What follows belongs to an exercise in optimizing a design on an open flow for small area, a short achievable clock period and few clock cycles; a production flow would make more cautious choices.
At most, simulation tests tie the RTL to the original design; equivalence was not proved.
The RTL of runs 1 to 4 was laid out without a check of its function.
Power and IR drop assume default switching activity.

==> design.v <==
module nrf_host_link (
    input  wire        clk,
    input  wire        rst,
    input  wire        in_valid,
    input  wire [7:0]  in_data,
    input  wire        in_last,
    output reg         in_ready,
    output reg         pay_valid,
    output wire [7:0]  pay_data,
    output wire        pay_last,
    input  wire        pay_ready,
    output reg         cmd_done,
    output reg  [6:0]  cfg_channel,
    output reg  [1:0]  cfg_speed,
    output reg  [39:0] cfg_tx,
    output reg  [39:0] cfg_rx,
    output reg  [3:0]  cfg_opt,       
    input  wire        rx_valid,
    input  wire [7:0]  rx_data,
    input  wire        rx_last,
    output reg         rx_ready,
    output reg         out_valid,
    output reg  [7:0]  out_data,
    output reg         out_last,
    input  wire        out_ready
);
    localparam CAPACITY  = 32;
    localparam CMD_IDENT = 8'h21;
    localparam CR        = 8'h0D;
    localparam LF        = 8'h0A;
    localparam [6:0]  DEFAULT_CHANNEL = 7'h4C;
    localparam [1:0]  DEFAULT_SPEED   = 2'd1;
    localparam [39:0] DEFAULT_TX      = 40'hE7E7E7E7E7;
    localparam [39:0] DEFAULT_RX      = 40'hC2C2C2C2C2;
    localparam [3:0]  DEFAULT_OPTIONS = 4'b1101;    
    function [3:0] hexval;
        input [7:0] c;
        begin
            hexval = 4'd0;
            if (c[7:4] == 4'h3) begin
                if (!c[3] || c[2:1] == 2'b00) hexval = c[3:0];
            end else if (c[7:4] == 4'h4 || c[7:4] == 4'h6) begin
                case (c[3:0])
                    4'h1: hexval = 4'hA;
                    4'h2: hexval = 4'hB;
                    4'h3: hexval = 4'hC;
                    4'h4: hexval = 4'hD;
                    4'h5: hexval = 4'hE;
                    4'h6: hexval = 4'hF;
                    default: hexval = 4'd0;
                endcase
            end
        end
    endfunction
    function is_le;
        input [7:0] c;
        is_le = (c == CR) || (c == LF);
    endfunction
    function is_pass;
        input [7:0] c;
        is_pass = (c >= 8'h20 && c <= 8'h7E) || is_le(c);
    endfunction
    function [7:0] hexch;
        input [3:0] n;
        case (n)
            4'hA: hexch = 8'h41;
            4'hB: hexch = 8'h42;
            4'hC: hexch = 8'h43;
            4'hD: hexch = 8'h44;
            4'hE: hexch = 8'h45;
            4'hF: hexch = 8'h46;
            default: hexch = {4'h3, n};
        endcase
    endfunction
    reg        iv;               
    reg  [7:0] id;
    reg        il, ile, i21;
    reg  [3:0] ihv;
    reg [7:0] qd0, qd1, qd2;
    reg       ql0, ql1, ql2;
    reg       v0, v1, v2;
    reg       topen;             
    assign pay_data = qd0;
    assign pay_last = ql0;
    wire in_fire = in_valid && in_ready;
    wire proc    = iv && !v2;    
    wire iv_n    = in_fire || (iv && v2);
    always @(posedge clk) begin
        if (in_fire) begin
            id  <= in_data;
            il  <= in_last;
            ile <= is_le(in_data);
            i21 <= (in_data == CMD_IDENT);
            ihv <= hexval(in_data);
        end
        if (rst) iv <= 1'b0;
        else     iv <= iv_n;
    end
    reg       first;             
    reg       cmd;               
    reg       lo;                
    reg [5:0] cnt;               
    reg       v_c, v_s, v_t, v_r, optact;
    wire strip = cfg_opt[0];
    wire hex   = cfg_opt[1];
    wire cmdx  = first ? i21 : cmd;
    wire room  = !cnt[5];
    reg       push, patch, lo_n;
    reg [7:0] pdata;
    always @(*) begin
        push  = 1'b0;
        patch = 1'b0;
        lo_n  = lo;
        pdata = id;
        if (!hex) begin
            push = !(strip && ile);
        end else if (!lo) begin
            if (ile) begin
                push = !strip;
            end else begin
                push  = 1'b1;
                pdata = {ihv, 4'd0};
                lo_n  = room;
            end
        end else begin
            lo_n = 1'b0;
            if (ile) push  = !strip;
            else     patch = 1'b1;
        end
        push = push && room;
    end
    wire d_fire  = proc && !cmdx;
    wire d_push  = d_fire && push;
    wire d_patch = d_fire && patch;
    wire d_close = d_fire && il;
    wire pop = pay_valid && pay_ready;
    wire a_w0 = d_push && !v0;
    wire a_w1 = d_push && v0 && !v1;
    wire a_w2 = d_push && v1;
    wire a_t0 = v0 && !v1;       
    wire a_t1 = v1 && !v2;
    wire a_t2 = v2;
    wire b_w0 = d_push && !v1;
    wire b_w1 = d_push && v1;
    wire b_t0 = v1 && !v2;
    wire b_t1 = v2;
    wire close_tail = d_close && !d_push && topen;
    reg [7:0] a_d0, a_d1, a_d2, b_d0, b_d1;
    reg       a_l0, a_l1, a_l2, b_l0, b_l1;
    always @(*) begin
        a_d0 = a_w0 ? pdata : qd0;
        a_d1 = a_w1 ? pdata : qd1;
        a_d2 = a_w2 ? pdata : qd2;
        a_l0 = a_w0 ? il : (ql0 || (close_tail && a_t0));
        a_l1 = a_w1 ? il : (ql1 || (close_tail && a_t1));
        a_l2 = a_w2 ? il : (ql2 || (close_tail && a_t2));
        if (d_patch && a_t0) a_d0[3:0] = ihv;
        if (d_patch && a_t1) a_d1[3:0] = ihv;
        if (d_patch && a_t2) a_d2[3:0] = ihv;
        b_d0 = b_w0 ? pdata : qd1;
        b_d1 = b_w1 ? pdata : qd2;
        b_l0 = b_w0 ? il : (ql1 || (close_tail && b_t0));
        b_l1 = b_w1 ? il : (ql2 || (close_tail && b_t1));
        if (d_patch && b_t0) b_d0[3:0] = ihv;
        if (d_patch && b_t1) b_d1[3:0] = ihv;
    end
    wire topen_n = d_push ? !il : (topen && !d_close);
    wire a_v0 = v0 || d_push;
    wire a_v1 = v1 || (d_push && v0);
    wire a_v2 = v2 || (d_push && v1);
    wire b_v0 = v1 || d_push;
    wire b_v1 = v2 || (d_push && v1);
    wire a_pv = a_v0 && (a_v1 || !topen_n);
    wire b_pv = b_v0 && (b_v1 || !topen_n);
    wire a_ir = !iv_n || !a_v2;
    always @(posedge clk) begin
        qd0 <= pop ? b_d0 : a_d0;
        qd1 <= pop ? b_d1 : a_d1;
        qd2 <= a_d2;
        ql0 <= pop ? b_l0 : a_l0;
        ql1 <= pop ? b_l1 : a_l1;
        ql2 <= a_l2;
        if (rst) begin
            v0        <= 1'b0;
            v1        <= 1'b0;
            v2        <= 1'b0;
            topen     <= 1'b0;
            pay_valid <= 1'b0;
            in_ready  <= 1'b1;
        end else begin
            v0        <= pop ? b_v0 : a_v0;
            v1        <= pop ? b_v1 : a_v1;
            v2        <= pop ? 1'b0 : a_v2;
            topen     <= topen_n;
            pay_valid <= pop ? b_pv : a_pv;
            in_ready  <= pop ? 1'b1 : a_ir;
        end
    end
    reg rst_q;
    always @(posedge clk) rst_q <= rst;
    wire c_fire = proc && cmd;           
    wire c_verb = c_fire && (cnt == 6'd1);
    wire c_arg  = c_fire && room;
    integer k;
    always @(posedge clk) begin
        if (rst) begin
            first       <= 1'b1;
            cmd         <= 1'b0;
            lo          <= 1'b0;
            cnt         <= 6'd0;
            cmd_done    <= 1'b0;
        end else begin
            cmd_done <= proc && il && cmdx;
            if (proc) begin
                first <= il;
                cmd   <= cmdx && !il;
                if (il) begin
                    cnt <= 6'd0;
                    lo  <= 1'b0;
                end else begin
                    if (cmdx ? room : push)
                        cnt <= cnt + 6'd1;
                    if (!cmdx)
                        lo <= lo_n;
                end
            end
        end
    end
    always @(posedge clk) begin
        if (c_verb) begin
            v_c    <= (id == 8'h63);
            v_s    <= (id == 8'h73);
            v_t    <= (id == 8'h74);
            v_r    <= (id == 8'h72);
            optact <= (id == 8'h6F);
        end else if (c_arg && optact && cnt >= 6'd2) begin
            case (id)
                8'h6C, 8'h4C, 8'h78, 8'h58, 8'h61, 8'h41, 8'h64, 8'h44: ;
                default: optact <= 1'b0;
            endcase
        end
    end
    always @(posedge clk) begin
        if (rst_q) begin
            cfg_channel <= DEFAULT_CHANNEL;
            cfg_speed   <= DEFAULT_SPEED;
            cfg_tx      <= DEFAULT_TX;
            cfg_rx      <= DEFAULT_RX;
            cfg_opt     <= DEFAULT_OPTIONS;
        end else begin
            if (c_verb) begin
                if (id == 8'h63) cfg_channel <= 7'd0;
                if (id == 8'h73) cfg_speed   <= 2'd0;
                if (id == 8'h74) cfg_tx      <= 40'd0;
                if (id == 8'h72) cfg_rx      <= 40'd0;
            end
            if (c_arg) begin
                if (v_c && cnt == 6'd2) cfg_channel[6:4] <= ihv[2:0];
                if (v_c && cnt == 6'd3) cfg_channel[3:0] <= ihv;
                if (v_s && cnt == 6'd2 && ihv != 4'd0) cfg_speed <= 2'd2;
                if (v_s && cnt == 6'd3 && !cfg_speed[1])
                    cfg_speed <= (ihv[3:1] != 3'd0) ? 2'd2 : ihv[1:0];
                for (k = 0; k < 5; k = k + 1) begin
                    if (cnt == 2 + 2 * k) begin
                        if (v_t) cfg_tx[8*k+4 +: 4] <= ihv;
                        if (v_r) cfg_rx[8*k+4 +: 4] <= ihv;
                    end
                    if (cnt == 3 + 2 * k) begin
                        if (v_t) cfg_tx[8*k +: 4] <= ihv;
                        if (v_r) cfg_rx[8*k +: 4] <= ihv;
                    end
                end
                if (optact && cnt >= 6'd2) begin
                    case (id)
                        8'h6C: cfg_opt[0] <= 1'b0;
                        8'h4C: cfg_opt[0] <= 1'b1;
                        8'h78: cfg_opt[1] <= 1'b0;
                        8'h58: cfg_opt[1] <= 1'b1;
                        8'h61: cfg_opt[2] <= 1'b0;
                        8'h41: cfg_opt[2] <= 1'b1;
                        8'h64: cfg_opt[3] <= 1'b0;
                        8'h44: cfg_opt[3] <= 1'b1;
                        default: ;
                    endcase
                end
            end
        end
    end
    localparam W_EMPTY = 3'd0;
    localparam W_START = 3'd1;    
    localparam W_HI    = 3'd2;    
    localparam W_LO    = 3'd3;    
    localparam W_LF    = 3'd4;    
    reg       rv, rl, rpass;
    reg [7:0] rb;
    reg [2:0] ws;
    reg [7:0] wb;
    reg       wl, wpass;
    wire       w_src   = (ws != W_EMPTY);
    wire [7:0] sb      = w_src ? wb : rb;
    wire       sl      = w_src ? wl : rl;
    wire       spass   = w_src ? wpass : rpass;
    wire [2:0] ss      = w_src ? ws : (rv ? W_START : W_EMPTY);
    reg        g_v, g_l;
    reg  [7:0] g_d;
    reg  [2:0] g_rem;
    always @(*) begin
        g_v   = 1'b1;
        g_l   = 1'b0;
        g_d   = LF;
        g_rem = W_EMPTY;
        case (ss)
            W_START: begin
                g_d   = spass ? sb : 8'h5C;
                g_l   = spass && sl && (sb == LF);
                g_rem = !spass ? W_HI : (sl && sb != LF) ? W_LF : W_EMPTY;
            end
            W_HI: begin
                g_d   = hexch(sb[7:4]);
                g_rem = W_LO;
            end
            W_LO: begin
                g_d   = hexch(sb[3:0]);
                g_rem = sl ? W_LF : W_EMPTY;
            end
            W_LF: begin
                g_l   = 1'b1;
            end
            default: g_v = 1'b0;
        endcase
    end
    wire       rx_fire = rx_valid && rx_ready;
    wire       ofree   = !out_valid || out_ready;
    wire       rv_n    = rx_fire || (rv && w_src);
    always @(posedge clk) begin
        wb    <= sb;
        wl    <= sl;
        wpass <= spass;
        if (rx_fire) begin
            rb    <= rx_data;
            rl    <= rx_last;
            rpass <= is_pass(rx_data);
        end
        if (ofree) begin
            out_data <= g_d;
            out_last <= g_l;
        end
        if (rst) begin
            ws        <= W_EMPTY;
            rv        <= 1'b0;
            out_valid <= 1'b0;
            rx_ready  <= 1'b1;
        end else begin
            ws        <= ofree ? g_rem : ss;
            rv        <= rv_n;
            if (ofree)
                out_valid <= g_v;
            rx_ready  <= !rv_n || (ofree ? (g_rem == W_EMPTY) : (ss == W_EMPTY));
        end
    end
endmodule
==> flow/run.sh <==
#!/bin/bash
set -euo pipefail
export BUFFER_PORTS_ARGS="-buffer_cell sky130_fd_sc_hd__buf_1"
export SETUP_SLACK_MARGIN=5.3
bash standard.sh > standard.log 2>&1
==> standard.sh <==
#!/bin/bash
# synth_recipe.tcl (not shown) runs the flow's synth.tcl, then flattens the netlist and writes it again
# the make line also repeats each setting of config.mk as NAME=value (left out here)
make -C /OpenROAD-flow-scripts/flow DESIGN_CONFIG=/design/flow/config.mk WORK_HOME=/design/flow/orfs CLKGATE_MAP_FILE= SYNTH_SCRIPT=/design/flow/synth_recipe.tcl "${@:-finish}"
==> config.mk <==
export PLATFORM = sky130hd
export DESIGN_NAME = nrf_host_link
export DESIGN_NICKNAME = nrf_host_link
export VERILOG_FILES = /design/flow/design.v
export SDC_FILE = /design/flow/constraint.sdc
export NUM_CORES = 4
export LEC_CHECK = 0
export ABC_CLOCK_PERIOD_IN_PS = 2500
export CAP_MARGIN = 20
export CORE_MARGIN = 2
export CORE_UTILIZATION = 40
export SLEW_MARGIN = 20
==> constraint.sdc <==
create_clock -name core_clock -period 8.0 [get_ports {clk}]
set_input_delay 1.6000 -clock core_clock [delete_from_list [all_inputs] [get_ports {clk}]]
set_output_delay 1.6000 -clock core_clock [all_outputs]
set_load 0.01 [all_outputs]
==> tab_implementation.tex, run 1 <==
\begin{tabular}{lr}
\hline
Metric & Value \\
\hline
\multicolumn{2}{l}{\textbf{Clock tree}} \\
\quad Buffer type at the clock tree root & sky130\_fd\_sc\_hd\_\_clkbuf\_16 \\
\quad CTS tree & done \\
\quad CTS Buf Count & 17 \\
\quad Clock Sink Count & between 150 and 200 \\
\quad H-Tree Depth & 4 \\
\quad Clock edge transition at the registers on the reported setup and hold paths & approximately 70 ps \\
\quad Number of buffers on the longest clock path & 2 \\
\quad Clock network latency to the later pin of the worst-skew pair & roughly 440 ps \\
\quad Number of hold buffers added after cts & 0 \\
\multicolumn{2}{l}{\textbf{STA}} \\
\quad F\_max & $\sim$380 MHz \\
\quad Final setup vio count & 0 \\
\quad Setup repair after global routing missed its margin & true \\
\quad Number of hold violations in the final report & 0 \\
\quad Min Tclk post-route & 2620 ps \\
\quad Summed negative setup slack over all endpoints & 0 ps \\
\quad Clock Skew & 18.1 ps \\
\quad Final cycle utilization of the critical path & 32.7\% \\
\quad Actual transition at the worst max-transition pin & 946 ps \\
\quad Max-slew headroom at the worst pin & around 37\% \\
\quad Final Slew Violations & 0 \\
\multicolumn{2}{l}{\textbf{Worst hold path}} \\
\quad Worst hold path class & flip-flop to flip-flop \\
\multicolumn{2}{l}{\textbf{Power}} \\
\quad Relative contribution of sequential cells to total power & between 50\% and 60\% \\
\quad Internal portion of total power & roughly 1.6 mW \\
\quad Relative contribution of combinational cells to total power & 8.7\% \\
\quad Total power per unit cell area & 227 nW/um\^{}2 \\
\quad Net switching fraction of the power & $\sim$27\% \\
\quad Worst vdd rail ir drop & between 0.1 and 0.15 mV \\
\quad Net load switching power & approximately 590 uW \\
\quad Clock network power share & between 40\% and 50\% \\
\quad Static power due to leakage & 3.34 nW \\
\multicolumn{2}{l}{\textbf{Detailed routing}} \\
\quad Count of routing violations after the opening detailed-route iteration & a little under 600 \\
\quad Residual DRC count & 0 \\
\quad Vias/cell & between 5 and 6 \\
\quad Antenna violation net count after detailed routing & 0 \\
\quad Number of vias after detailed routing & 6969 \\
\quad Wire length per cell & $\sim$17 microns \\
\quad Final WL & 21300 microns \\
\quad Number of search-and-repair iterations in the first detailed-routing pass & 5 \\
\multicolumn{2}{l}{\textbf{Die}} \\
\quad Standard-cell row count & 52 \\
\quad Boundary pin count & 140 \\
\quad Initial core utilization & 40.9\% \\
\quad Area of the die & between 20000 and 25000 sq um \\
\quad Die width & around 150 microns \\
\quad Die Height & 148 microns \\
\quad CORE AREA & roughly 20000 sq um \\
\multicolumn{2}{l}{\textbf{Placement}} \\
\quad Routability cong. & between 0.8 and 0.9 \\
\quad IO buf count & between 100 and 150 \\
\quad HPWL reported at the end of detailed placement & roughly 15000 microns \\
\quad Number of cells after detailed placement & $\sim$1200 \\
\multicolumn{2}{l}{\textbf{Synth}} \\
\quad Synthesis warning total & 1 \\
\quad Cell taking the most area after synthesis & sky130\_fd\_sc\_hd\_\_dfxtp\_1 \\
\quad Post-synthesis sequential element count & just under 200 \\
\quad Average size of a mapped cell & about 9.7 sq um \\
\quad Post-synth top flop & sky130\_fd\_sc\_hd\_\_dfxtp\_1 \\
\quad Number of enable-type register cells in the synthesized netlist & 55 \\
\quad Leading post-synthesis cells by cell area & sky130\_fd\_sc\_hd\_\_dfxtp\_1, sky130\_fd\_sc\_hd\_\_edfxtp\_1, sky130\_fd\_sc\_hd\_\_a221o\_1, sky130\_fd\_sc\_hd\_\_nand2\_1, sky130\_fd\_sc\_hd\_\_a21oi\_1 \\
\quad Post-synth top area share & 33.3\% \\
\quad Portion of the post-synthesis area used by sequential elements & a little over half \\
\quad Netlist cell types & 73 \\
\quad Net count after synthesis & roughly 880 \\
\quad Post-synthesis instance area & between 8000 and 9000 sq um \\
\quad Post-synthesis async set-or-reset flop share & 0\% \\
\quad Post-Syn Instances & $\sim$860 \\
\multicolumn{2}{l}{\textbf{Global route}} \\
\quad First-pass GRT wire length & roughly 34000 microns \\
\quad Pin count of the biggest net entering global routing & between 70 and 80 \\
\quad Via count of the first global-routing pass & about 6400 \\
\quad Total congestion overflow & 0 \\
\quad Number of antenna violations at the first check in global routing & 0 \\
\quad All-layer global routing usage & between 10\% and 20\% \\
\multicolumn{2}{l}{\textbf{Worst setup path}} \\
\quad Startpoint kind of the worst setup timing path & primary input \\
\quad Required time at the worst-slack endpoint & between 8000 and 9000 ps \\
\quad Arrival time at the worst endpoint & between 2000 and 3000 ps \\
\quad Setup crit end kind & flip-flop \\
\quad CP Class & primary input to flip-flop \\
\quad Critical Path Fanout Max & 19 \\
\multicolumn{2}{l}{\textbf{Finish}} \\
\quad Most frequent standard cell in the layout excluding fill and tap cells & sky130\_fd\_sc\_hd\_\_buf\_1 \\
\quad Most frequent cells in the layout & sky130\_fd\_sc\_hd\_\_buf\_1, sky130\_fd\_sc\_hd\_\_dfxtp\_1, sky130\_fd\_sc\_hd\_\_nand2\_1, sky130\_fd\_sc\_hd\_\_nor2\_1, sky130\_fd\_sc\_hd\_\_a21oi\_1 \\
\quad Layout overhead on the synthesized area & 16.4\% \\
\quad Final Non-Filler Cells & roughly 1200 \\
\quad Layout cells sized above 1 & around 8.6\% \\
\quad Count of antenna diodes in the layout & 0 \\
\quad Net count, final & approximately 990 \\
\multicolumn{2}{l}{\textbf{Outcome}} \\
\quad Status & no timing/DRC/antenna violations \\
\multicolumn{2}{l}{\textbf{Job}} \\
\quad Max capacitance violation total & 0 \\
\hline
\end{tabular}
through the flow:
stage | setup WS, ps | util (%) | cell area, sq um | power, mW | hold WS (ps)
floorplan | 5300 | - | 8330 | 1.25 | 417
global placement | 4760 | 44.3 | 8990 | 1.32 | 432
global route | 5290 | 47.6 | 9660 | 2.27 | 475
CTS | 5310 | 47.5 | 9650 | 2.21 | 453
detailed placement | 4750 | 44.3 | 8990 | 1.32 | 434
finish | 5380 | 47.6 | 9660 | 2.19 | 450
power groups by stage:
stage | combinational [mW] | sequential (mW) | clock [mW]
4_1_cts | 0.191 | 1.10 | 0.911
5_1_grt | 0.214 | 1.11 | 0.948
2_1_floorplan | 0.137 | 1.11 | 0
6_report | 0.192 | 1.10 | 0.896
3_5_place_dp | 0.191 | 1.13 | 0
3_3_place_gp | 0.189 | 1.13 | 0
worst max-delay path: stages:
cell and delay, ps:
sky130_fd_sc_hd__buf_1 80, sky130_fd_sc_hd__and2_2 340, sky130_fd_sc_hd__nor2_1 120, sky130_fd_sc_hd__a21oi_1 180
sky130_fd_sc_hd__nor4_2 90, sky130_fd_sc_hd__a221o_1 390
metal layers:
layer	vias to the layer above	share of wire (%)	track usage, %
met5	-	0	0
met4	0	1.3	6.43
met3	23	5.5	3.53
met2	194	45	30.2
met1	3341	48	28.1
li1	3411	-	-
worst paths after layout:
check | slack (ps) | end | depth (start not counted) | start
setup reg to reg | 5500 | cfg_rx[17]$_SDFF_PP1_ | 7 | cnt[1]$_SDFFE_PP0P_
setup / recovery | 5380 | qd0[2]$_DFFE_PP_ | 6 | pay_ready
hold reg to reg | 450 | cfg_channel[6]$_SDFF_PP1_ | 2 | cfg_channel[6]$_SDFF_PP1_
hold / removal | 450 | cfg_channel[6]$_SDFF_PP1_ | 2 | cfg_channel[6]$_SDFF_PP1_
synth_stat cells (11+ instances only):
master                     instances
sky130_fd_sc_hd__nor3_1           20
sky130_fd_sc_hd__mux2_2           12
sky130_fd_sc_hd__and2_1           11
sky130_fd_sc_hd__a32o_1           15
sky130_fd_sc_hd__dfxtp_1         138
sky130_fd_sc_hd__a221o_1          42
sky130_fd_sc_hd__nor2b_1          13
sky130_fd_sc_hd__o21ai_0          39
sky130_fd_sc_hd__nand2_1          93
sky130_fd_sc_hd__inv_1            22
sky130_fd_sc_hd__nand3_1          40
sky130_fd_sc_hd__nor2_1           82
sky130_fd_sc_hd__a21oi_1          69
sky130_fd_sc_hd__edfxtp_1         55
sky130_fd_sc_hd__clkbuf_1         43
cell type report:
type                    instances  area, sq um
flip-flops and latches        193         4420
repair buffers                146          576
fillers                      1994        10600
inverters                      22         82.6
well taps                     270          338
multi-input cells             586         3610
clock buffers                  18          450
clock inverters                14          184
sequential cells by signal, indices dropped and copies added (netlist names), 2 cells and up:
name         count
cfg_speed        2
out_data         8
id               8
qd2              8
cfg_opt          4
ws               3
qd1              8
ihv              4
wb               8
cfg_rx          40
qd0              8
cfg_channel      7
cnt              6
rb               8
cfg_tx          40
what timing repair did:
item	4_1_cts	5_1_grt
resized for setup	6	6
endpoints found under the setup margin	56	56
pin swaps	1	0
setup buffers	1	0
cell families after synthesis:
group | count (synthesis) | share of synthesized area (%)
fa+ha+maj | 4 | 0.603
simple gates | 337 | 20.6
compound gates | 224 | 19.1
buf+inv | 76 | 3.72
flops | 193 | 53.2
mux | 20 | 2.64
xor+xnor | 1 | 0.106
==> inputs of run 2 (changes only) <==
==> flow/run.sh (replaced) <==
#!/bin/bash
set -euo pipefail
export BUFFER_PORTS_ARGS="-buffer_cell sky130_fd_sc_hd__buf_1"
export SETUP_SLACK_MARGIN=5.45
bash standard.sh > standard.log 2>&1
==> run 2 against run 1 <==
Routed wire length up 1.4%; first-iteration DRC count down 5.2%; non-clock buffer count up 2; largest cell class unchanged; maximum frequency down 0.20%; power down 1.1%; synthesized cell count unchanged; hold slack better by 7.3 ps; flip-flop and latch count unchanged; cell area up 3.3%; still clean on timing, DRC and antenna.
==> tab_implementation.tex, run 2 <==
\begin{tabular}{lr}
\hline
Metric & Value \\
\hline
\multicolumn{2}{l}{\textbf{Outcome}} \\
\quad Status & no timing/DRC/antenna violations \\
\multicolumn{2}{l}{\textbf{Detailed routing}} \\
\quad Vias/cell & roughly 5.5 \\
\quad Wire length per cell & 17.3 microns \\
\quad Number of search-and-repair iterations in the first detailed-routing pass & 5 \\
\quad Final WL & between 20000 and 25000 microns \\
\quad Count of routing violations after the opening detailed-route iteration & about 550 \\
\quad Number of vias after detailed routing & just under 7000 \\
\quad Residual DRC count & 0 \\
\quad Antenna violation net count after detailed routing & 0 \\
\multicolumn{2}{l}{\textbf{Die}} \\
\quad Standard-cell row count & 52 \\
\quad CORE AREA & 20300 sq um \\
\quad Boundary pin count & 140 \\
\quad Area of the die & about 22000 sq um \\
\quad Initial core utilization & 40.9\% \\
\quad Die Height & 148 microns \\
\quad Die width & $\sim$150 microns \\
\multicolumn{2}{l}{\textbf{STA}} \\
\quad Final Slew Violations & 0 \\
\quad Final setup vio count & 0 \\
\quad Clock Skew & roughly 14 ps \\
\quad Max-slew headroom at the worst pin & a little over a third \\
\quad Setup repair after global routing missed its margin & true \\
\quad Min Tclk post-route & between 2000 and 3000 ps \\
\quad Final cycle utilization of the critical path & between 30\% and 40\% \\
\quad Summed negative setup slack over all endpoints & 0 ps \\
\quad F\_max & 381 MHz \\
\quad Actual transition at the worst max-transition pin & 980 ps \\
\quad Number of hold violations in the final report & 0 \\
\multicolumn{2}{l}{\textbf{Synth}} \\
\quad Net count after synthesis & a little under 900 \\
\quad Synthesis warning total & 1 \\
\quad Post-synthesis instance area & around 8300 sq um \\
\quad Average size of a mapped cell & roughly 9.7 sq um \\
\quad Leading cell type by number of instances after synthesis & sky130\_fd\_sc\_hd\_\_dfxtp\_1 \\
\quad Post-synthesis async set-or-reset flop share & 0\% \\
\quad Post-synth top flop & sky130\_fd\_sc\_hd\_\_dfxtp\_1 \\
\quad Post-Syn Instances & $\sim$860 \\
\quad Commonest cells post-synth & sky130\_fd\_sc\_hd\_\_dfxtp\_1, sky130\_fd\_sc\_hd\_\_nand2\_1, sky130\_fd\_sc\_hd\_\_nor2\_1, sky130\_fd\_sc\_hd\_\_a21oi\_1, sky130\_fd\_sc\_hd\_\_edfxtp\_1 \\
\quad Post-synth top area share & 33.3\% \\
\quad Netlist cell types & 73 \\
\quad Number of enable-type register cells in the synthesized netlist & 55 \\
\quad Leading post-synthesis cells by cell area & sky130\_fd\_sc\_hd\_\_dfxtp\_1, sky130\_fd\_sc\_hd\_\_edfxtp\_1, sky130\_fd\_sc\_hd\_\_a221o\_1, sky130\_fd\_sc\_hd\_\_nand2\_1, sky130\_fd\_sc\_hd\_\_a21oi\_1 \\
\quad Portion of the post-synthesis area used by sequential elements & 53.2\% \\
\quad Post-synthesis sequential element count & 193 \\
\quad Cell taking the most area after synthesis & sky130\_fd\_sc\_hd\_\_dfxtp\_1 \\
\multicolumn{2}{l}{\textbf{Placement}} \\
\quad Cell area after placement & between 9000 and 10000 sq um \\
\quad Routability cong. & 0.876 \\
\quad IO buf count & about 140 \\
\quad HPWL reported at the end of detailed placement & $\sim$15000 microns \\
\multicolumn{2}{l}{\textbf{Clock tree}} \\
\quad Clock network latency to the later pin of the worst-skew pair & about 450 ps \\
\quad Buffer type at the clock tree root & sky130\_fd\_sc\_hd\_\_clkbuf\_16 \\
\quad Clock edge transition at the registers on the reported setup and hold paths & about 80 ps \\
\quad Number of hold buffers added after cts & 0 \\
\quad Number of buffers on the longest clock path & 2 \\
\quad H-Tree Depth & 4 \\
\quad Clock Sink Count & 193 \\
\quad CTS Buf Count & 17 \\
\quad CTS tree & done \\
\multicolumn{2}{l}{\textbf{Finish}} \\
\quad Net count, final & around 1000 \\
\quad Layout overhead on the synthesized area & 20.2\% \\
\quad Layout cells sized above 1 & 26.9\% \\
\quad Largest registers ranked by flip-flop count & cfg\_rx (40), cfg\_tx (40) \\
\quad Layout Cell Area excl Fill & between 9000 and 10000 sq um \\
\quad Count of antenna diodes in the layout & 0 \\
\quad Most frequent cells in the layout & sky130\_fd\_sc\_hd\_\_nand2\_1, sky130\_fd\_sc\_hd\_\_nor2\_1, sky130\_fd\_sc\_hd\_\_dfxtp\_1, sky130\_fd\_sc\_hd\_\_a21oi\_1, sky130\_fd\_sc\_hd\_\_dfxtp\_2 \\
\quad Most frequent standard cell in the layout excluding fill and tap cells & sky130\_fd\_sc\_hd\_\_nand2\_1 \\
\multicolumn{2}{l}{\textbf{Job}} \\
\quad Max capacitance violation total & 0 \\
\multicolumn{2}{l}{\textbf{Worst hold path}} \\
\quad Worst hold path class & flip-flop to flip-flop \\
\multicolumn{2}{l}{\textbf{Worst setup path}} \\
\quad Required time at the worst-slack endpoint & between 6000 and 7000 ps \\
\quad Worst setup endpoint & pay\_data[3] \\
\quad Reg-to-reg startpoint & cnt[1]\$\_SDFFE\_PP0P\_ \\
\quad CP Class & flip-flop to output pin \\
\quad Cell family with most CP delay & flip-flops \\
\quad CP Launch Point & qd0[3]\$\_DFFE\_PP\_ \\
\quad Crit path cell chain & clkbuf\_2 \\
\quad Setup crit end kind & output pin \\
\quad Slowest stage cell on the critical path & sky130\_fd\_sc\_hd\_\_edfxtp\_1 \\
\quad Arrival time at the worst endpoint & $\sim$1000 ps \\
\quad Worst reg2reg path depth & 7 \\
\quad Setup slack on the worst flop-to-flop path & between 5000 and 6000 ps \\
\quad Critical Path Fanout Max & 1 \\
\quad Startpoint kind of the worst setup timing path & flip-flop \\
\quad Highest cell delay on the worst timing path & between 400 and 500 ps \\
\quad Number of buffer and inverter stages on the critical path & 1 \\
\quad R2R Path End & cfg\_rx[33]\$\_SDFF\_PP1\_ \\
\quad Path length in cells of the critical path & 1 \\
\multicolumn{2}{l}{\textbf{Power}} \\
\quad Worst vdd rail ir drop & between 0.15 and 0.2 mV \\
\quad Relative contribution of combinational cells to total power & under 10\% \\
\quad Net switching fraction of the power & 27.8\% \\
\quad Net load switching power & between 600 and 700 uW \\
\quad Overall Power & 2.17 mW \\
\quad Relative contribution of sequential cells to total power & 51.0\% \\
\quad Total power per unit cell area & 217 nW/um\^{}2 \\
\quad Static power due to leakage & between 3 and 4 nW \\
\quad Clock network power share & about two fifths \\
\quad Internal portion of total power & 1.56 mW \\
\multicolumn{2}{l}{\textbf{Global route}} \\
\quad Number of antenna violations at the first check in global routing & 0 \\
\quad Total congestion overflow & 0 \\
\quad First-pass GRT wire length & around 34000 microns \\
\quad All-layer global routing usage & 19.6\% \\
\quad Via count of the first global-routing pass & $\sim$6300 \\
\quad Pin count of the biggest net entering global routing & 78 \\
\hline
\end{tabular}
-- run 2: changes by cell type in the layout (fill, tap and decap cells not counted), sizes merged --
| cell | before | now |
|---|---|---|
| buf | 146 | 113 |
| bufinv | 1 | 0 |
| clkbuf | 18 | 52 |
| clkinv | 6 | 3 |
| clkinvlp | 0 | 1 |
| inv | 29 | 33 |
-- run 2: logic make-up (layout without fill, tap and decap cells) --
family / count (synthesis) / after routing / synth area share (%)
AO/OA/AOI/OAI: 224 / 224 / 19.1
XOR/XNOR: 1 / 1 / 0.106
adder cells (fa/ha/maj): 4 / 4 / 0.603
buffers and inverters: 76 / 202 / 3.72
flip-flops: 193 / 193 / 53.2
multiplexers: 20 / 20 / 2.64
AND/OR/NAND/NOR: 337 / 337 / 20.6
-- run 2: cell type report --
type / count / area [sq um]
Sequential cell: 193 / 4500
Multi-Input combinational cell: 586 / 3650
Inverter: 22 / 82.6
Timing Repair Buffer: 148 / 807
Clock buffer: 17 / 425
Clock inverter: 15 / 175
Tap cell: 270 / 338
Fill cell: 1963 / 10300
-- run 2: repair_timing --
action / 4_1_cts / 5_1_grt
setup endpoints to repair: 164 / 169
gates resized for setup: 96 / 109
setup buffers: 3 / 2
pin swaps: 1 / 2
-- run 2: power by group through the flow --
stage	clock [mW]	combinational, mW	sequential (mW)
3_5_place_dp	0	0.188	1.13
3_3_place_gp	0	0.188	1.13
2_1_floorplan	0	0.138	1.11
6_report	0.866	0.195	1.11
4_1_cts	0.884	0.190	1.11
5_1_grt	0.920	0.218	1.11
-- run 2: worst min-delay path by stage --
stage / startpoint / slack (ps) / cells past startpoint / to
after floorplan: qd2[0]$_DFF_P_ / 420 / 2 / qd2[0]$_DFF_P_
after global placement: qd2[3]$_DFF_P_ / 430 / 2 / qd2[3]$_DFF_P_
after detailed placement: qd2[3]$_DFF_P_ / 450 / 2 / qd2[3]$_DFF_P_
after CTS: qd2[3]$_DFF_P_ / 460 / 2 / qd2[3]$_DFF_P_
after global routing: cfg_channel[2]$_SDFF_PP1_ / 480 / 2 / cfg_channel[2]$_SDFF_PP1_
final: cfg_channel[2]$_SDFF_PP1_ / 460 / 2 / cfg_channel[2]$_SDFF_PP1_
-- run 2: layer usage --
metal | vias to the layer above | share of wire, % | GRT usage (%)
met5 | - | 0 | 0
met4 | 0 | 1.2 | 5.43
met3 | 21 | 5.1 | 3.87
met2 | 171 | 45 | 29.5
met1 | 3276 | 49 | 28.6
li1 | 3403 | - | -
-- run 2: per-stage QoR --
stage | hold WS (ps) | util [%] | setup WS, ps | std cells
finish | 457 | 49.2 | 5370 | 1251
global route | 481 | 49.2 | 5360 | 1251
CTS | 463 | 48.1 | 5370 | 1249
detailed placement | 446 | 44.3 | 5070 | 1214
global placement | 432 | 44.3 | 5140 | 1214
floorplan | 417 | - | 5330 | 855
==> inputs of run 3 (changes only) <==
==> flow/run.sh (replaced) <==
#!/bin/bash
set -euo pipefail
export BUFFER_PORTS_ARGS="-buffer_cell sky130_fd_sc_hd__buf_1"
export SETUP_SLACK_MARGIN=5.3
export CTS_ARGS="-sink_clustering_enable -repair_clock_nets -root_buf sky130_fd_sc_hd__clkbuf_16 -buf_list sky130_fd_sc_hd__clkbuf_8 -dont_use_dummy_load"
bash standard.sh > standard.log 2>&1
--- a/config.mk
+++ b/config.mk
@@ -6,5 +6,4 @@
 export NUM_CORES = 4
 export LEC_CHECK = 0
-export ABC_CLOCK_PERIOD_IN_PS = 2500
 export CAP_MARGIN = 20
 export CORE_MARGIN = 2
==> run 3 against run 2 <==
Clock skew grew 28 ps; synthesized cell count is the same; cell count shrank 1.4%; combinational power is essentially flat; flip-flop and latch count is the same; sequential power is essentially flat; largest cell class unchanged.
==> tab_implementation.tex, run 3 <==
\begin{tabular}{lr}
\hline
Metric & Value \\
\hline
\multicolumn{2}{l}{\textbf{Outcome}} \\
\quad Status & no timing/DRC/antenna violations \\
\multicolumn{2}{l}{\textbf{Synth}} \\
\quad Netlist cell types & between 70 and 80 \\
\quad Synthesis warning total & 1 \\
\quad Portion of the post-synthesis area used by sequential elements & a little over half \\
\quad Leading post-synthesis cells by cell area & sky130\_fd\_sc\_hd\_\_dfxtp\_1, sky130\_fd\_sc\_hd\_\_edfxtp\_1, sky130\_fd\_sc\_hd\_\_a221o\_1, sky130\_fd\_sc\_hd\_\_nand2\_1, sky130\_fd\_sc\_hd\_\_a21oi\_1 \\
\quad Post-synthesis sequential element count & about 190 \\
\quad Post-synthesis instance area & roughly 8300 sq um \\
\quad Post-synth top flop & sky130\_fd\_sc\_hd\_\_dfxtp\_1 \\
\quad Post-synthesis async set-or-reset flop share & 0\% \\
\quad Post-Syn Instances & approximately 860 \\
\quad Number of enable-type register cells in the synthesized netlist & 55 \\
\quad Cell taking the most area after synthesis & sky130\_fd\_sc\_hd\_\_dfxtp\_1 \\
\quad Net count after synthesis & 883 \\
\quad Commonest cells post-synth & sky130\_fd\_sc\_hd\_\_dfxtp\_1, sky130\_fd\_sc\_hd\_\_nand2\_1, sky130\_fd\_sc\_hd\_\_nor2\_1, sky130\_fd\_sc\_hd\_\_a21oi\_1, sky130\_fd\_sc\_hd\_\_edfxtp\_1 \\
\quad Post-synth top area share & roughly a third \\
\quad Leading cell type by number of instances after synthesis & sky130\_fd\_sc\_hd\_\_dfxtp\_1 \\
\quad Average size of a mapped cell & approximately 9.7 sq um \\
\multicolumn{2}{l}{\textbf{STA}} \\
\quad Actual transition at the worst max-transition pin & 945 ps \\
\quad Min Tclk post-route & roughly 2600 ps \\
\quad Final Slew Violations & 0 \\
\quad Final cycle utilization of the critical path & 33.0\% \\
\quad Setup repair after global routing missed its margin & false \\
\quad Summed negative setup slack over all endpoints & 0 ps \\
\quad Final setup vio count & 0 \\
\quad F\_max & $\sim$380 MHz \\
\quad Number of hold violations in the final report & 0 \\
\quad Min Hold Slack & about 450 ps \\
\quad Max-slew headroom at the worst pin & a little under two fifths \\
\quad Clock Skew & about 42 ps \\
\multicolumn{2}{l}{\textbf{Detailed routing}} \\
\quad Residual DRC count & 0 \\
\quad Number of search-and-repair iterations in the first detailed-routing pass & 5 \\
\quad Final WL & between 20000 and 25000 microns \\
\quad Wire length per cell & between 15 and 20 microns \\
\quad Vias/cell & $\sim$5.6 \\
\quad Antenna violation net count after detailed routing & 0 \\
\quad Number of vias after detailed routing & between 6000 and 7000 \\
\quad Count of routing violations after the opening detailed-route iteration & 586 \\
\multicolumn{2}{l}{\textbf{Die}} \\
\quad Area of the die & between 20000 and 25000 sq um \\
\quad Die width & between 100 and 150 microns \\
\quad CORE AREA & 20300 sq um \\
\quad Standard-cell row count & 52 \\
\quad Initial core utilization & around two fifths \\
\quad Boundary pin count & 140 \\
\quad Die Height & between 100 and 150 microns \\
\multicolumn{2}{l}{\textbf{Finish}} \\
\quad Finished Core Util & approximately 46\% \\
\quad Layout overhead on the synthesized area & 11.7\% \\
\quad Count of antenna diodes in the layout & 0 \\
\quad Area used by multi-input combinational logic & roughly 3600 sq um \\
\quad Sequential Area & between 4000 and 5000 sq um \\
\quad Largest registers ranked by flip-flop count & cfg\_rx (40), cfg\_tx (40) \\
\quad Net count, final & between 900 and 1000 \\
\quad Most frequent standard cell in the layout excluding fill and tap cells & sky130\_fd\_sc\_hd\_\_buf\_1 \\
\quad Most frequent cells in the layout & sky130\_fd\_sc\_hd\_\_buf\_1, sky130\_fd\_sc\_hd\_\_dfxtp\_1, sky130\_fd\_sc\_hd\_\_nand2\_1, sky130\_fd\_sc\_hd\_\_nor2\_1, sky130\_fd\_sc\_hd\_\_a21oi\_1 \\
\quad Layout cells sized above 1 & 6.85\% \\
\quad Filler cell count & $\sim$2000 \\
\multicolumn{2}{l}{\textbf{Clock tree}} \\
\quad Clock edge transition at the registers on the reported setup and hold paths & 60 ps \\
\quad Clock network latency to the later pin of the worst-skew pair & roughly 400 ps \\
\quad CTS tree & done \\
\quad H-Tree Depth & 4 \\
\quad Buffer type at the clock tree root & sky130\_fd\_sc\_hd\_\_clkbuf\_16 \\
\quad Number of buffers on the longest clock path & 2 \\
\quad CTS Buf Count & 17 \\
\quad Number of hold buffers added after cts & 0 \\
\quad Clock Sink Count & around 190 \\
\multicolumn{2}{l}{\textbf{Worst setup path}} \\
\quad Number of buffer and inverter stages on the critical path & 1 \\
\quad CP Class & flip-flop to output pin \\
\quad Setup crit end kind & output pin \\
\quad Crit path cell chain & clkbuf\_2 \\
\quad Critical Path Fanout Max & 7 \\
\quad Startpoint kind of the worst setup timing path & flip-flop \\
\quad Arrival time at the worst endpoint & 1040 ps \\
\quad Slowest stage cell on the critical path & sky130\_fd\_sc\_hd\_\_dfxtp\_1 \\
\quad Cell family with most CP delay & flip-flops \\
\quad Required time at the worst-slack endpoint & 6400 ps \\
\quad Highest cell delay on the worst timing path & about 470 ps \\
\multicolumn{2}{l}{\textbf{Global route}} \\
\quad Via count of the first global-routing pass & around 6300 \\
\quad Number of antenna violations at the first check in global routing & 0 \\
\quad All-layer global routing usage & 19.5\% \\
\quad Pin count of the biggest net entering global routing & 77 \\
\quad Total congestion overflow & 0 \\
\quad First-pass GRT wire length & about 34000 microns \\
\multicolumn{2}{l}{\textbf{Placement}} \\
\quad Routability cong. & approximately 0.8 \\
\quad HPWL reported at the end of detailed placement & $\sim$15000 microns \\
\quad IO buf count & $\sim$140 \\
\multicolumn{2}{l}{\textbf{Power}} \\
\quad Static power due to leakage & 3.16 nW \\
\quad Total power per unit cell area & 194 nW/um\^{}2 \\
\quad Worst vdd rail ir drop & $\sim$0.10 mV \\
\multicolumn{2}{l}{\textbf{Job}} \\
\quad Max capacitance violation total & 0 \\
\multicolumn{2}{l}{\textbf{Worst hold path}} \\
\quad Worst hold path class & flip-flop to flip-flop \\
\hline
\end{tabular}
==> run 3: repair_timing <==
item | CTS | global route
pin swaps | 1 | 0
setup buffers | 1 | 0
endpoints found under the setup margin | 55 | 51
gates resized for setup | 5 | 6
==> run 3: where the power goes <==
part           switching, mW  total (mW)  internal [mW]
Combinational          0.118       0.192         0.0737
Sequential            0.0456        1.10           1.06
Clock                  0.298       0.500          0.202
==> run 3: logic make-up after synthesis <==
family	after synthesis	synth area share (%)
compound gates	224	19.1
xor+xnor	1	0.106
fa+ha+maj	4	0.603
buf+inv	76	3.72
flops	193	53.2
mux	20	2.64
simple gates	337	20.6
==> run 3: worst register-to-register path, stage by stage (launching register included) <==
cell,delay [ps]
sky130_fd_sc_hd__dfxtp_1,390
sky130_fd_sc_hd__inv_1,110
sky130_fd_sc_hd__ha_1,150
sky130_fd_sc_hd__or3b_1,500
sky130_fd_sc_hd__nor4_4,430
sky130_fd_sc_hd__and4b_2,420
sky130_fd_sc_hd__nor2_2,100
sky130_fd_sc_hd__a221o_1,300
==> run 3: path summary, 6_finish.rpt <==
path                                                 from                   endpoint  slack, ps  cells after the start
worst max-delay path              cfg_opt[1]$_SDFFE_PP0P_                 cfg_opt[1]       5360                      1
worst min-delay path            cfg_channel[6]$_SDFF_PP1_  cfg_channel[6]$_SDFF_PP1_        450                      2
worst max register to register        cnt[1]$_SDFFE_PP0P_      cfg_rx[30]$_SDFF_PP1_       5520                      7
worst min register to register  cfg_channel[6]$_SDFF_PP1_  cfg_channel[6]$_SDFF_PP1_        450                      2
==> run 3: per-layer routing <==
layer	up-vias	share of wire, %	GRT usage [%]
li1	3382	-	-
met1	3266	47	27.9
met2	212	45	30.2
met3	26	6.3	3.99
met4	0	1.7	5.57
met5	-	0	0
==> run 3: cell type report <==
type | instances | share of cell area [%]
inverter | 22 | 0.890
sequential | 193 | 47.6
clock buffer | 17 | 2.64
timing repair buffer | 146 | 6.21
tap | 270 | 3.64
multi-input combinational | 586 | 39.0
==> run 3: per-stage QoR <==
stage                     instance area (sq um)  std cells  worst slack (ps)  total power [mW]
after floorplan                            8330        855              5300              1.25
after global placement                     8990       1216              4760              1.32
after detailed placement                   8990       1216              4750              1.32
after CTS                                  9260       1234              5340              1.81
after global routing                       9270       1234              5330              1.88
final                                      9270       1234              5360              1.80
==> inputs of run 4 (changes only) <==
--- a/design.v
+++ b/design.v
@@ -206,5 +206,4 @@
         if (rst) begin
             first       <= 1'b1;
-            cmd         <= 1'b0;
             lo          <= 1'b0;
             cnt         <= 6'd0;
@@ -214,5 +213,4 @@
             if (proc) begin
                 first <= il;
-                cmd   <= cmdx && !il;
                 if (il) begin
                     cnt <= 6'd0;
@@ -228,18 +226,4 @@
     end
     always @(posedge clk) begin
-        if (c_verb) begin
-            v_c    <= (id == 8'h63);
-            v_s    <= (id == 8'h73);
-            v_t    <= (id == 8'h74);
-            v_r    <= (id == 8'h72);
-            optact <= (id == 8'h6F);
-        end else if (c_arg && optact && cnt >= 6'd2) begin
-            case (id)
-                8'h6C, 8'h4C, 8'h78, 8'h58, 8'h61, 8'h41, 8'h64, 8'h44: ;
-                default: optact <= 1'b0;
-            endcase
-        end
-    end
-    always @(posedge clk) begin
         if (rst_q) begin
             cfg_channel <= DEFAULT_CHANNEL;
@@ -287,4 +271,20 @@
         end
     end
+    always @(posedge clk) begin
+        if (proc)
+            cmd <= cmdx && !il;
+        if (c_verb) begin
+            v_c    <= (id == 8'h63);
+            v_s    <= (id == 8'h73);
+            v_t    <= (id == 8'h74);
+            v_r    <= (id == 8'h72);
+            optact <= (id == 8'h6F);
+        end else if (c_arg && optact && cnt >= 6'd2) begin
+            case (id)
+                8'h6C, 8'h4C, 8'h78, 8'h58, 8'h61, 8'h41, 8'h64, 8'h44: ;
+                default: optact <= 1'b0;
+            endcase
+        end
+    end
     localparam W_EMPTY = 3'd0;
     localparam W_START = 3'd1;    
==> flow/run.sh (replaced) <==
#!/bin/bash
set -euo pipefail
export BUFFER_PORTS_ARGS="-buffer_cell sky130_fd_sc_hd__buf_1"
export SETUP_SLACK_MARGIN=5.4
export CTS_ARGS="-sink_clustering_enable -repair_clock_nets -root_buf sky130_fd_sc_hd__clkbuf_16 -buf_list sky130_fd_sc_hd__clkbuf_8 -dont_use_dummy_load"
bash standard.sh > standard.log 2>&1
==> run 4 against run 3 <==
Clock skew shrank 2.2 ps; flip-flop and latch count is the same; area after synthesis grew 1.7%; highest routed layer unchanged; routed wire length grew 3.2%; power shrank 1.8%; count of clock-buffer cells in the layout is the same; die area grew 1.6%; cell count grew 5.1%; critical endpoint is now out_data[1]; cell area grew 1.3%.
==> tab_implementation.tex, run 4 <==
\begin{tabular}{lr}
\hline
Metric & Value \\
\hline
\multicolumn{2}{l}{\textbf{Synth}} \\
\quad Commonest cells post-synth & sky130\_fd\_sc\_hd\_\_dfxtp\_1, sky130\_fd\_sc\_hd\_\_nand2\_1, sky130\_fd\_sc\_hd\_\_a21oi\_1, sky130\_fd\_sc\_hd\_\_nor2\_1, sky130\_fd\_sc\_hd\_\_nand3\_1 \\
\quad Compound-cell area share of the yosys netlist & between 15 and 20\% \\
\quad Post-synthesis sequential element count & between 150 and 200 \\
\quad Post-Syn Instances & 917 \\
\quad Area share of and/or/nand/nor cells after synthesis & around 24\% \\
\quad Post-synthesis instance area & roughly 8400 sq um \\
\quad Post-synthesis async set-or-reset flop share & 0\% \\
\quad Share of the synthesized netlist area taken by xor and xnor gates & less than 1\% \\
\quad Net count after synthesis & between 900 and 1000 \\
\quad Synthesis warning total & 1 \\
\quad Post-synth top area share & 32.5\% \\
\quad Portion of the post-synthesis area used by sequential elements & a little over half \\
\quad Netlist cell types & between 60 and 70 \\
\quad Number of enable-type register cells in the synthesized netlist & 56 \\
\quad Cell taking the most area after synthesis & sky130\_fd\_sc\_hd\_\_dfxtp\_1 \\
\quad Average size of a mapped cell & about 9.2 sq um \\
\quad Dominant combinational cell family by area after synthesis & simple AND/OR/NAND/NOR gates \\
\quad Area share of fa/ha/maj cells after synthesis & less than 1\% \\
\quad Fraction of synthesized area in multiplexers & $\sim$2.7\% \\
\quad Post-synth top flop & sky130\_fd\_sc\_hd\_\_dfxtp\_1 \\
\quad Leading post-synthesis cells by cell area & sky130\_fd\_sc\_hd\_\_dfxtp\_1, sky130\_fd\_sc\_hd\_\_edfxtp\_1, sky130\_fd\_sc\_hd\_\_nand2\_1, sky130\_fd\_sc\_hd\_\_a21oi\_1, sky130\_fd\_sc\_hd\_\_nand3\_1 \\
\multicolumn{2}{l}{\textbf{STA}} \\
\quad Min Tclk post-route & about 2600 ps \\
\quad Final cycle utilization of the critical path & a little under a third \\
\quad Final Slew Violations & 0 \\
\quad Setup repair after global routing missed its margin & true \\
\quad F\_max & 392 MHz \\
\quad Clock Skew & around 40 ps \\
\quad Actual transition at the worst max-transition pin & 985 ps \\
\quad Max-slew headroom at the worst pin & between 30\% and 40\% \\
\quad Summed negative setup slack over all endpoints & 0 ps \\
\quad Final setup vio count & 0 \\
\quad Number of hold violations in the final report & 0 \\
\multicolumn{2}{l}{\textbf{Finish}} \\
\quad Largest registers ranked by flip-flop count & cfg\_rx (40), cfg\_tx (40) \\
\quad Net count, final & between 1000 and 1500 \\
\quad Layout overhead on the synthesized area & 11.3\% \\
\quad Most frequent standard cell in the layout excluding fill and tap cells & sky130\_fd\_sc\_hd\_\_dfxtp\_1 \\
\quad Most frequent cells in the layout & sky130\_fd\_sc\_hd\_\_dfxtp\_1, sky130\_fd\_sc\_hd\_\_nand2\_1, sky130\_fd\_sc\_hd\_\_buf\_1, sky130\_fd\_sc\_hd\_\_a21oi\_1, sky130\_fd\_sc\_hd\_\_nor2\_1 \\
\quad Filler cell count & around 2100 \\
\quad Count of antenna diodes in the layout & 0 \\
\quad Layout cells sized above 1 & around 7.3\% \\
\quad Finished Core Util & around 45\% \\
\multicolumn{2}{l}{\textbf{Worst setup path}} \\
\quad Worst setup endpoint & out\_data[1] \\
\quad Highest cell delay on the worst timing path & a little over 400 ps \\
\quad Arrival time at the worst endpoint & roughly 950 ps \\
\quad Path length in cells of the critical path & 1 \\
\quad Setup slack on the worst flop-to-flop path & approximately 5500 ps \\
\quad Worst reg2reg path depth & 7 \\
\quad Critical Path Fanout Max & 1 \\
\quad Startpoint kind of the worst setup timing path & flip-flop \\
\quad Number of buffer and inverter stages on the critical path & 1 \\
\quad Cell family with most CP delay & flip-flops \\
\quad Setup crit end kind & output pin \\
\quad Required time at the worst-slack endpoint & roughly 6400 ps \\
\quad Crit path cell chain & clkbuf\_2 \\
\quad R2R Path End & cfg\_tx[20]\$\_SDFF\_PP0\_ \\
\quad CP Class & flip-flop to output pin \\
\quad CP Launch Point & out\_data[1]\$\_DFFE\_PN\_ \\
\quad Slowest stage cell on the critical path & sky130\_fd\_sc\_hd\_\_edfxtp\_1 \\
\quad Reg-to-reg startpoint & cnt[1]\$\_SDFFE\_PP0P\_ \\
\multicolumn{2}{l}{\textbf{Placement}} \\
\quad Routability cong. & approximately 0.82 \\
\quad IO buf count & approximately 140 \\
\quad HPWL reported at the end of detailed placement & 15200 microns \\
\multicolumn{2}{l}{\textbf{Detailed routing}} \\
\quad Number of vias after detailed routing & about 7200 \\
\quad Wire length per cell & 17.0 microns \\
\quad Vias/cell & between 5 and 6 \\
\quad Final WL & approximately 22000 microns \\
\quad Antenna violation net count after detailed routing & 0 \\
\quad Residual DRC count & 0 \\
\quad Number of search-and-repair iterations in the first detailed-routing pass & 5 \\
\quad Count of routing violations after the opening detailed-route iteration & roughly 600 \\
\multicolumn{2}{l}{\textbf{Clock tree}} \\
\quad Setup bufs post-CTS & 0 \\
\quad Number of buffers on the longest clock path & 2 \\
\quad Clock edge transition at the registers on the reported setup and hold paths & $\sim$100 ps \\
\quad CTS tree & done \\
\quad H-Tree Depth & 4 \\
\quad CTS Buf Count & 17 \\
\quad Clock network latency to the later pin of the worst-skew pair & between 300 and 400 ps \\
\quad Number of hold buffers added after cts & 0 \\
\quad Clock Sink Count & slightly below 200 \\
\quad Buffer type at the clock tree root & sky130\_fd\_sc\_hd\_\_clkbuf\_16 \\
\multicolumn{2}{l}{\textbf{Worst hold path}} \\
\quad Hold path startpoint & cfg\_tx[25]\$\_SDFF\_PP1\_ \\
\quad Worst hold path class & flip-flop to flip-flop \\
\multicolumn{2}{l}{\textbf{Power}} \\
\quad Worst vdd rail ir drop & 0.107 mV \\
\quad Static power due to leakage & 3.25 nW \\
\quad Total power per unit cell area & approximately 190 nW/um\^{}2 \\
\multicolumn{2}{l}{\textbf{Global route}} \\
\quad Pin count of the biggest net entering global routing & 95 \\
\quad All-layer global routing usage & around a fifth \\
\quad First-pass GRT wire length & roughly 34000 microns \\
\quad Number of antenna violations at the first check in global routing & 0 \\
\quad Total congestion overflow & 0 \\
\quad Via count of the first global-routing pass & between 6000 and 7000 \\
\multicolumn{2}{l}{\textbf{Die}} \\
\quad Die Height & approximately 150 microns \\
\quad Initial core utilization & between 40\% and 50\% \\
\quad Area of the die & between 20000 and 25000 sq um \\
\quad CORE AREA & approximately 21000 sq um \\
\quad Boundary pin count & 140 \\
\quad Die width & roughly 150 microns \\
\quad Standard-cell row count & 53 \\
\multicolumn{2}{l}{\textbf{Job}} \\
\quad Max capacitance violation total & 0 \\
\multicolumn{2}{l}{\textbf{Outcome}} \\
\quad Status & no timing/DRC/antenna violations \\
\hline
\end{tabular}
==> run 4: power by group <==
group / leakage (nW) / switching (mW) / internal [mW]
clock: 0.127 / 0.303 / 0.202
combinational: 1.45 / 0.110 / 0.0638
sequential: 1.67 / 0.0348 / 1.05
==> run 4: what timing repair did <==
action                     in CTS  in global routing
gates resized for setup         8                 13
setup endpoints to repair      66                 34
pin swaps                       0                  2
gates cloned                    0                  0
==> run 4: area by class of cell <==
type                       count  area [sq um]  area share (%)
clock buffer                  17           245            2.61
inverter                      19          75.1           0.799
multi-input combinational    647          3720            39.6
sequential                   193          4430            47.1
tap                          275           344            3.66
timing repair buffer         146           582            6.19
==> run 4: how the worst min path moves through the flow <==
stage,cells after the start,slack [ps],endpoint
floorplan,2,420,qd2[3]$_DFF_P_
global placement,2,430,qd2[3]$_DFF_P_
detailed placement,2,440,cfg_tx[25]$_SDFF_PP1_
CTS,2,450,cfg_tx[25]$_SDFF_PP1_
global route,2,470,cfg_tx[34]$_SDFF_PP1_
finish,2,450,cfg_tx[25]$_SDFF_PP1_
==> run 4: metal layers <==
metal | global-route usage, % | part of all wire (%) | up-vias
met2 | 28.5 | 44 | 239
li1 | - | - | 3525
met3 | 4.46 | 6.5 | 17
met4 | 4.43 | 0.95 | 0
met1 | 29.4 | 48 | 3441
met5 | 0 | 0 | -
==> run 4: cells by family (layout without fill, tap and decap cells) <==
logic type / count (synthesis) / count (layout)
muxes: 21 / 21
adders and majority gates: 4 / 4
buffers and inverters: 77 / 182
and+or+nand+nor: 406 / 406
DFF: 193 / 193
xor gates and xnor gates: 2 / 2
AOI/OAI and AO/OA: 214 / 214
==> run 4: stage by stage <==
step / area, sq um / cells / hold slack, ps / total power [mW] / setup WS (ps)
6_report: 9400 / 1297 / 450 / 1.76 / 5450
5_1_grt: 9400 / 1297 / 470 / 1.84 / 5390
4_1_cts: 9360 / 1297 / 451 / 1.78 / 5420
3_5_place_dp: 9100 / 1280 / 440 / 1.28 / 4930
3_3_place_gp: 9100 / 1280 / 434 / 1.28 / 4930
2_1_floorplan: 8480 / 917 / 418 / 1.22 / 5330
==> inputs of run 5 (changes only) <==
--- a/design.v
+++ b/design.v
@@ -197,6 +197,4 @@
         end
     end
-    reg rst_q;
-    always @(posedge clk) rst_q <= rst;
     wire c_fire = proc && cmd;           
     wire c_verb = c_fire && (cnt == 6'd1);
@@ -209,4 +207,9 @@
             cnt         <= 6'd0;
             cmd_done    <= 1'b0;
+            cfg_channel <= DEFAULT_CHANNEL;
+            cfg_speed   <= DEFAULT_SPEED;
+            cfg_tx      <= DEFAULT_TX;
+            cfg_rx      <= DEFAULT_RX;
+            cfg_opt     <= DEFAULT_OPTIONS;
         end else begin
             cmd_done <= proc && il && cmdx;
@@ -223,14 +226,4 @@
                 end
             end
-        end
-    end
-    always @(posedge clk) begin
-        if (rst_q) begin
-            cfg_channel <= DEFAULT_CHANNEL;
-            cfg_speed   <= DEFAULT_SPEED;
-            cfg_tx      <= DEFAULT_TX;
-            cfg_rx      <= DEFAULT_RX;
-            cfg_opt     <= DEFAULT_OPTIONS;
-        end else begin
             if (c_verb) begin
                 if (id == 8'h63) cfg_channel <= 7'd0;
==> run 5 against run 4 <==
Still clean; die area down 3.8%; clock skew is 2.9 ps lower; sequential share of layout area increased by 0.93 points; hold slack better by 13 ps; largest power group unchanged.
==> tab_implementation.tex, run 5 <==
\begin{tabular}{lr}
\hline
Metric & Value \\
\hline
\multicolumn{2}{l}{\textbf{Finish}} \\
\quad Layout cells sized above 1 & under 10\% \\
\quad Filler cell count & roughly 2000 \\
\quad Most frequent cells in the layout & sky130\_fd\_sc\_hd\_\_buf\_1, sky130\_fd\_sc\_hd\_\_dfxtp\_1, sky130\_fd\_sc\_hd\_\_nor2\_1, sky130\_fd\_sc\_hd\_\_nand2\_1, sky130\_fd\_sc\_hd\_\_edfxtp\_1 \\
\quad Most frequent standard cell in the layout excluding fill and tap cells & sky130\_fd\_sc\_hd\_\_buf\_1 \\
\quad Finished Core Util & between 40 and 50\% \\
\quad Layout overhead on the synthesized area & 13.0\% \\
\quad Net count, final & $\sim$960 \\
\quad Largest registers ranked by flip-flop count & cfg\_rx (40), cfg\_tx (40) \\
\quad Final Non-Filler Cells & between 1000 and 1500 \\
\quad Count of antenna diodes in the layout & 0 \\
\multicolumn{2}{l}{\textbf{Synth}} \\
\quad Post-synth top area share & approximately a third \\
\quad Cell taking the most area after synthesis & sky130\_fd\_sc\_hd\_\_dfxtp\_1 \\
\quad Leading post-synthesis cells by cell area & sky130\_fd\_sc\_hd\_\_dfxtp\_1, sky130\_fd\_sc\_hd\_\_edfxtp\_1, sky130\_fd\_sc\_hd\_\_a221o\_1, sky130\_fd\_sc\_hd\_\_nor2\_1, sky130\_fd\_sc\_hd\_\_nand2\_1 \\
\quad Net count after synthesis & 835 \\
\quad Post-Syn Instances & $\sim$810 \\
\quad Netlist cell types & around 70 \\
\quad Post-synth top flop & sky130\_fd\_sc\_hd\_\_dfxtp\_1 \\
\quad Commonest cells post-synth & sky130\_fd\_sc\_hd\_\_dfxtp\_1, sky130\_fd\_sc\_hd\_\_nor2\_1, sky130\_fd\_sc\_hd\_\_nand2\_1, sky130\_fd\_sc\_hd\_\_edfxtp\_1, sky130\_fd\_sc\_hd\_\_a221o\_1 \\
\quad Average size of a mapped cell & between 10 and 15 sq um \\
\quad Portion of the post-synthesis area used by sequential elements & 54.3\% \\
\quad Post-synthesis async set-or-reset flop share & 0\% \\
\quad Synthesis warning total & 1 \\
\quad Post-synthesis sequential element count & 192 \\
\quad Leading cell type by number of instances after synthesis & sky130\_fd\_sc\_hd\_\_dfxtp\_1 \\
\quad Post-synthesis instance area & around 8100 sq um \\
\quad Number of enable-type register cells in the synthesized netlist & 56 \\
\multicolumn{2}{l}{\textbf{Die}} \\
\quad Die width & 146 microns \\
\quad Boundary pin count & between 100 and 150 \\
\quad Standard-cell row count & 52 \\
\quad CORE AREA & 20000 sq um \\
\quad Area of the die & about 21000 sq um \\
\quad Die Height & 146 microns \\
\quad Initial core utilization & between 40\% and 50\% \\
\multicolumn{2}{l}{\textbf{Clock tree}} \\
\quad Clock Sink Count & around 190 \\
\quad Clock network latency to the later pin of the worst-skew pair & 390 ps \\
\quad Number of buffers on the longest clock path & 2 \\
\quad Clock edge transition at the registers on the reported setup and hold paths & around 80 ps \\
\quad Number of hold buffers added after cts & 0 \\
\quad Buffer type at the clock tree root & sky130\_fd\_sc\_hd\_\_clkbuf\_16 \\
\quad CTS tree & done \\
\quad CTS Buf Count & 17 \\
\quad H-Tree Depth & 4 \\
\multicolumn{2}{l}{\textbf{Detailed routing}} \\
\quad Residual DRC count & 0 \\
\quad Vias/cell & between 5 and 6 \\
\quad Final WL & 20700 microns \\
\quad Number of vias after detailed routing & between 6000 and 7000 \\
\quad Wire length per cell & around 17 microns \\
\quad Count of routing violations after the opening detailed-route iteration & 536 \\
\quad Number of search-and-repair iterations in the first detailed-routing pass & 5 \\
\quad Antenna violation net count after detailed routing & 0 \\
\multicolumn{2}{l}{\textbf{STA}} \\
\quad Number of hold violations in the final report & 0 \\
\quad Worst setup margin & 5450 ps \\
\quad F\_max & around 400 MHz \\
\quad Actual transition at the worst max-transition pin & roughly 750 ps \\
\quad Max-slew headroom at the worst pin & around half \\
\quad Clock Skew & $\sim$37 ps \\
\quad Final setup vio count & 0 \\
\quad Final cycle utilization of the critical path & between 30\% and 40\% \\
\quad Summed negative setup slack over all endpoints & 0 ps \\
\quad Setup repair after global routing missed its margin & true \\
\quad Min Tclk post-route & $\sim$2600 ps \\
\quad Final Slew Violations & 0 \\
\multicolumn{2}{l}{\textbf{Global route}} \\
\quad Met2 layer usage reported by global route & 29.3\% \\
\quad Total congestion overflow & 0 \\
\quad First-pass GRT wire length & 32800 microns \\
\quad Number of antenna violations at the first check in global routing & 0 \\
\quad Most used routing layer & met2 \\
\quad All-layer global routing usage & between 10\% and 20\% \\
\quad GR met1 Demand/Resource & between 20\% and 30\% \\
\quad Met3 demand-to-capacity share in global routing & between 3 and 4\% \\
\quad Pin count of the biggest net entering global routing & 85 \\
\quad Via count of the first global-routing pass & about 6100 \\
\multicolumn{2}{l}{\textbf{Worst setup path}} \\
\quad Cell family with most CP delay & flip-flops \\
\quad Setup slack on the worst flop-to-flop path & 5560 ps \\
\quad CP Class & flip-flop to output pin \\
\quad Required time at the worst-slack endpoint & around 6400 ps \\
\quad Number of buffer and inverter stages on the critical path & 1 \\
\quad Slowest stage cell on the critical path & sky130\_fd\_sc\_hd\_\_dfxtp\_1 \\
\quad Highest cell delay on the worst timing path & 400 ps \\
\quad Worst reg2reg path depth & 6 \\
\quad Crit path cell chain & buf\_1 \\
\quad Arrival time at the worst endpoint & $\sim$950 ps \\
\quad Reg-to-reg startpoint & first\$\_SDFFE\_PP1P\_ \\
\quad Critical Path Fanout Max & 3 \\
\quad Setup crit end kind & output pin \\
\quad R2R Path End & qd1[2]\$\_DFFE\_PP\_ \\
\quad Startpoint kind of the worst setup timing path & flip-flop \\
\multicolumn{2}{l}{\textbf{Worst hold path}} \\
\quad Hold-critical path depth & 2 \\
\quad Worst hold path class & flip-flop to flip-flop \\
\quad Worst Hold End & qd2[4]\$\_DFF\_P\_ \\
\quad Hold path startpoint & qd2[4]\$\_DFF\_P\_ \\
\multicolumn{2}{l}{\textbf{Power}} \\
\quad Worst vdd rail ir drop & 0.108 mV \\
\quad Total power per unit cell area & between 150 and 200 nW/um\^{}2 \\
\quad Internal portion of total power & roughly 1.3 mW \\
\quad Net switching fraction of the power & 24.7\% \\
\quad Clock network power share & between 20 and 30\% \\
\quad Net load switching power & 432 uW \\
\quad Relative contribution of combinational cells to total power & about a tenth \\
\quad Relative contribution of sequential cells to total power & a little over 60\% \\
\quad Static power due to leakage & about 3.1 nW \\
\multicolumn{2}{l}{\textbf{Outcome}} \\
\quad Status & no timing/DRC/antenna violations \\
\multicolumn{2}{l}{\textbf{Job}} \\
\quad Max capacitance violation total & 0 \\
\multicolumn{2}{l}{\textbf{Placement}} \\
\quad Placement-stage worst setup slack & 4260 ps \\
\quad IO buf count & $\sim$140 \\
\quad Routability cong. & 0.864 \\
\quad HPWL reported at the end of detailed placement & roughly 14000 microns \\
\quad Number of cells after detailed placement & between 1000 and 1500 \\
\hline
\end{tabular}
run 5: power by group through the flow:
stage | combinational, mW | sequential [mW] | clock, mW
floorplan | 0.115 | 1.10 | 0
global placement | 0.164 | 1.10 | 0
finish | 0.169 | 1.08 | 0.492
detailed placement | 0.164 | 1.10 | 0
CTS | 0.166 | 1.08 | 0.512
global route | 0.188 | 1.09 | 0.543
run 5: stage by stage:
stage / power [mW] / cell area, sq um / hold slack, ps
6_report: 1.74 / 9170 / 463
5_1_grt: 1.82 / 9170 / 489
4_1_cts: 1.76 / 9110 / 466
3_5_place_dp: 1.27 / 8840 / 449
3_3_place_gp: 1.27 / 8840 / 436
2_1_floorplan: 1.21 / 8130 / 425
run 5: per-layer routing:
layer	routed length [microns]	vias to the layer above
met2	9370	203
li1	-	3253
met5	0	-
met1	9740	3195
met4	457	0
met3	1080	26
run 5: worst min-delay path, cell delays in order (launching register included):
cell and delay, ps:
sky130_fd_sc_hd__dfxtp_1 330, sky130_fd_sc_hd__nand2_1 40, sky130_fd_sc_hd__o21ai_0 60
run 5: logic make-up after synthesis:
kind of cell | count (synthesis) | share of synthesized area (%)
AND/OR/NAND/NOR | 303 | 19.0
AO/OA/AOI/OAI | 205 | 19.2
flip-flops | 192 | 54.3
buffers and inverters | 80 | 3.84
multiplexers | 21 | 2.84
adder cells (fa/ha/maj) | 4 | 0.617
XOR/XNOR | 2 | 0.216
run 5: cell type report:
class	count	area, sq um	share of cell area [%]
clock buffers	17	245	2.67
repair buffers	146	619	6.75
inverters	36	139	1.51
well taps	270	338	3.68
multi-input cells	535	3420	37.3
flip-flops and latches	192	4410	48.0
run 5: worst max-delay path by stage:
| stage | to | slack [ps] | depth (start not counted) | start |
|---|---|---|---|---|
| after global placement | cfg_rx[8]$_SDFF_PP0_ | 4280 | 6 | rst |
| final | cfg_opt[0] | 5450 | 1 | cfg_opt[0]$_SDFFE_PP1P_ |
| after global routing | qd1[0]$_DFFE_PP_ | 5380 | 6 | first$_SDFFE_PP1P_ |
| after floorplan | qd0[0]$_DFFE_PP_ | 5360 | 5 | pay_ready |
| after CTS | cfg_channel[4]$_SDFF_PP0_ | 5410 | 6 | rst |
| after detailed placement | cfg_channel[4]$_SDFF_PP0_ | 4260 | 6 | rst |
run 5: repair_timing:
item	CTS	global route
gates cloned	0	1
gates resized for setup	7	11
setup endpoints to repair	63	44
setup buffers	1	0
Testbench counts of run 5, summed over its fixed seeds: cycles 31,116.

re-timing with driven ports:
The results above use ideal ports. As a check the final layouts listed here were re-extracted and re-timed, cells and wires unchanged. Step 1 sets driving cells, clkbuf_16 on the clock port and buf_2 on the other inputs (assumed; they add their load-dependent delay and slew). Step 2 also shifts input and output timing later by t, the mid clock arrival at the registers, as if the neighbouring blocks saw the same clock. Three values: no drivers, after step 1, after step 2; two values: the first two.
run | shift t [ns] | setup slack, ns
run 1 | 0.477 | 5.380 / 5.350 / 4.925
run 2 | 0.483 | 5.375 / 5.331 / 5.055
run 3 | 0.421 | 5.360 / 5.315 / 5.018
run 4 | 0.418 | 5.447 / 5.402 / 5.073
run 5 | 0.419 | 5.450 / 5.403 / 5.086
After both steps every run listed still meets setup and hold.
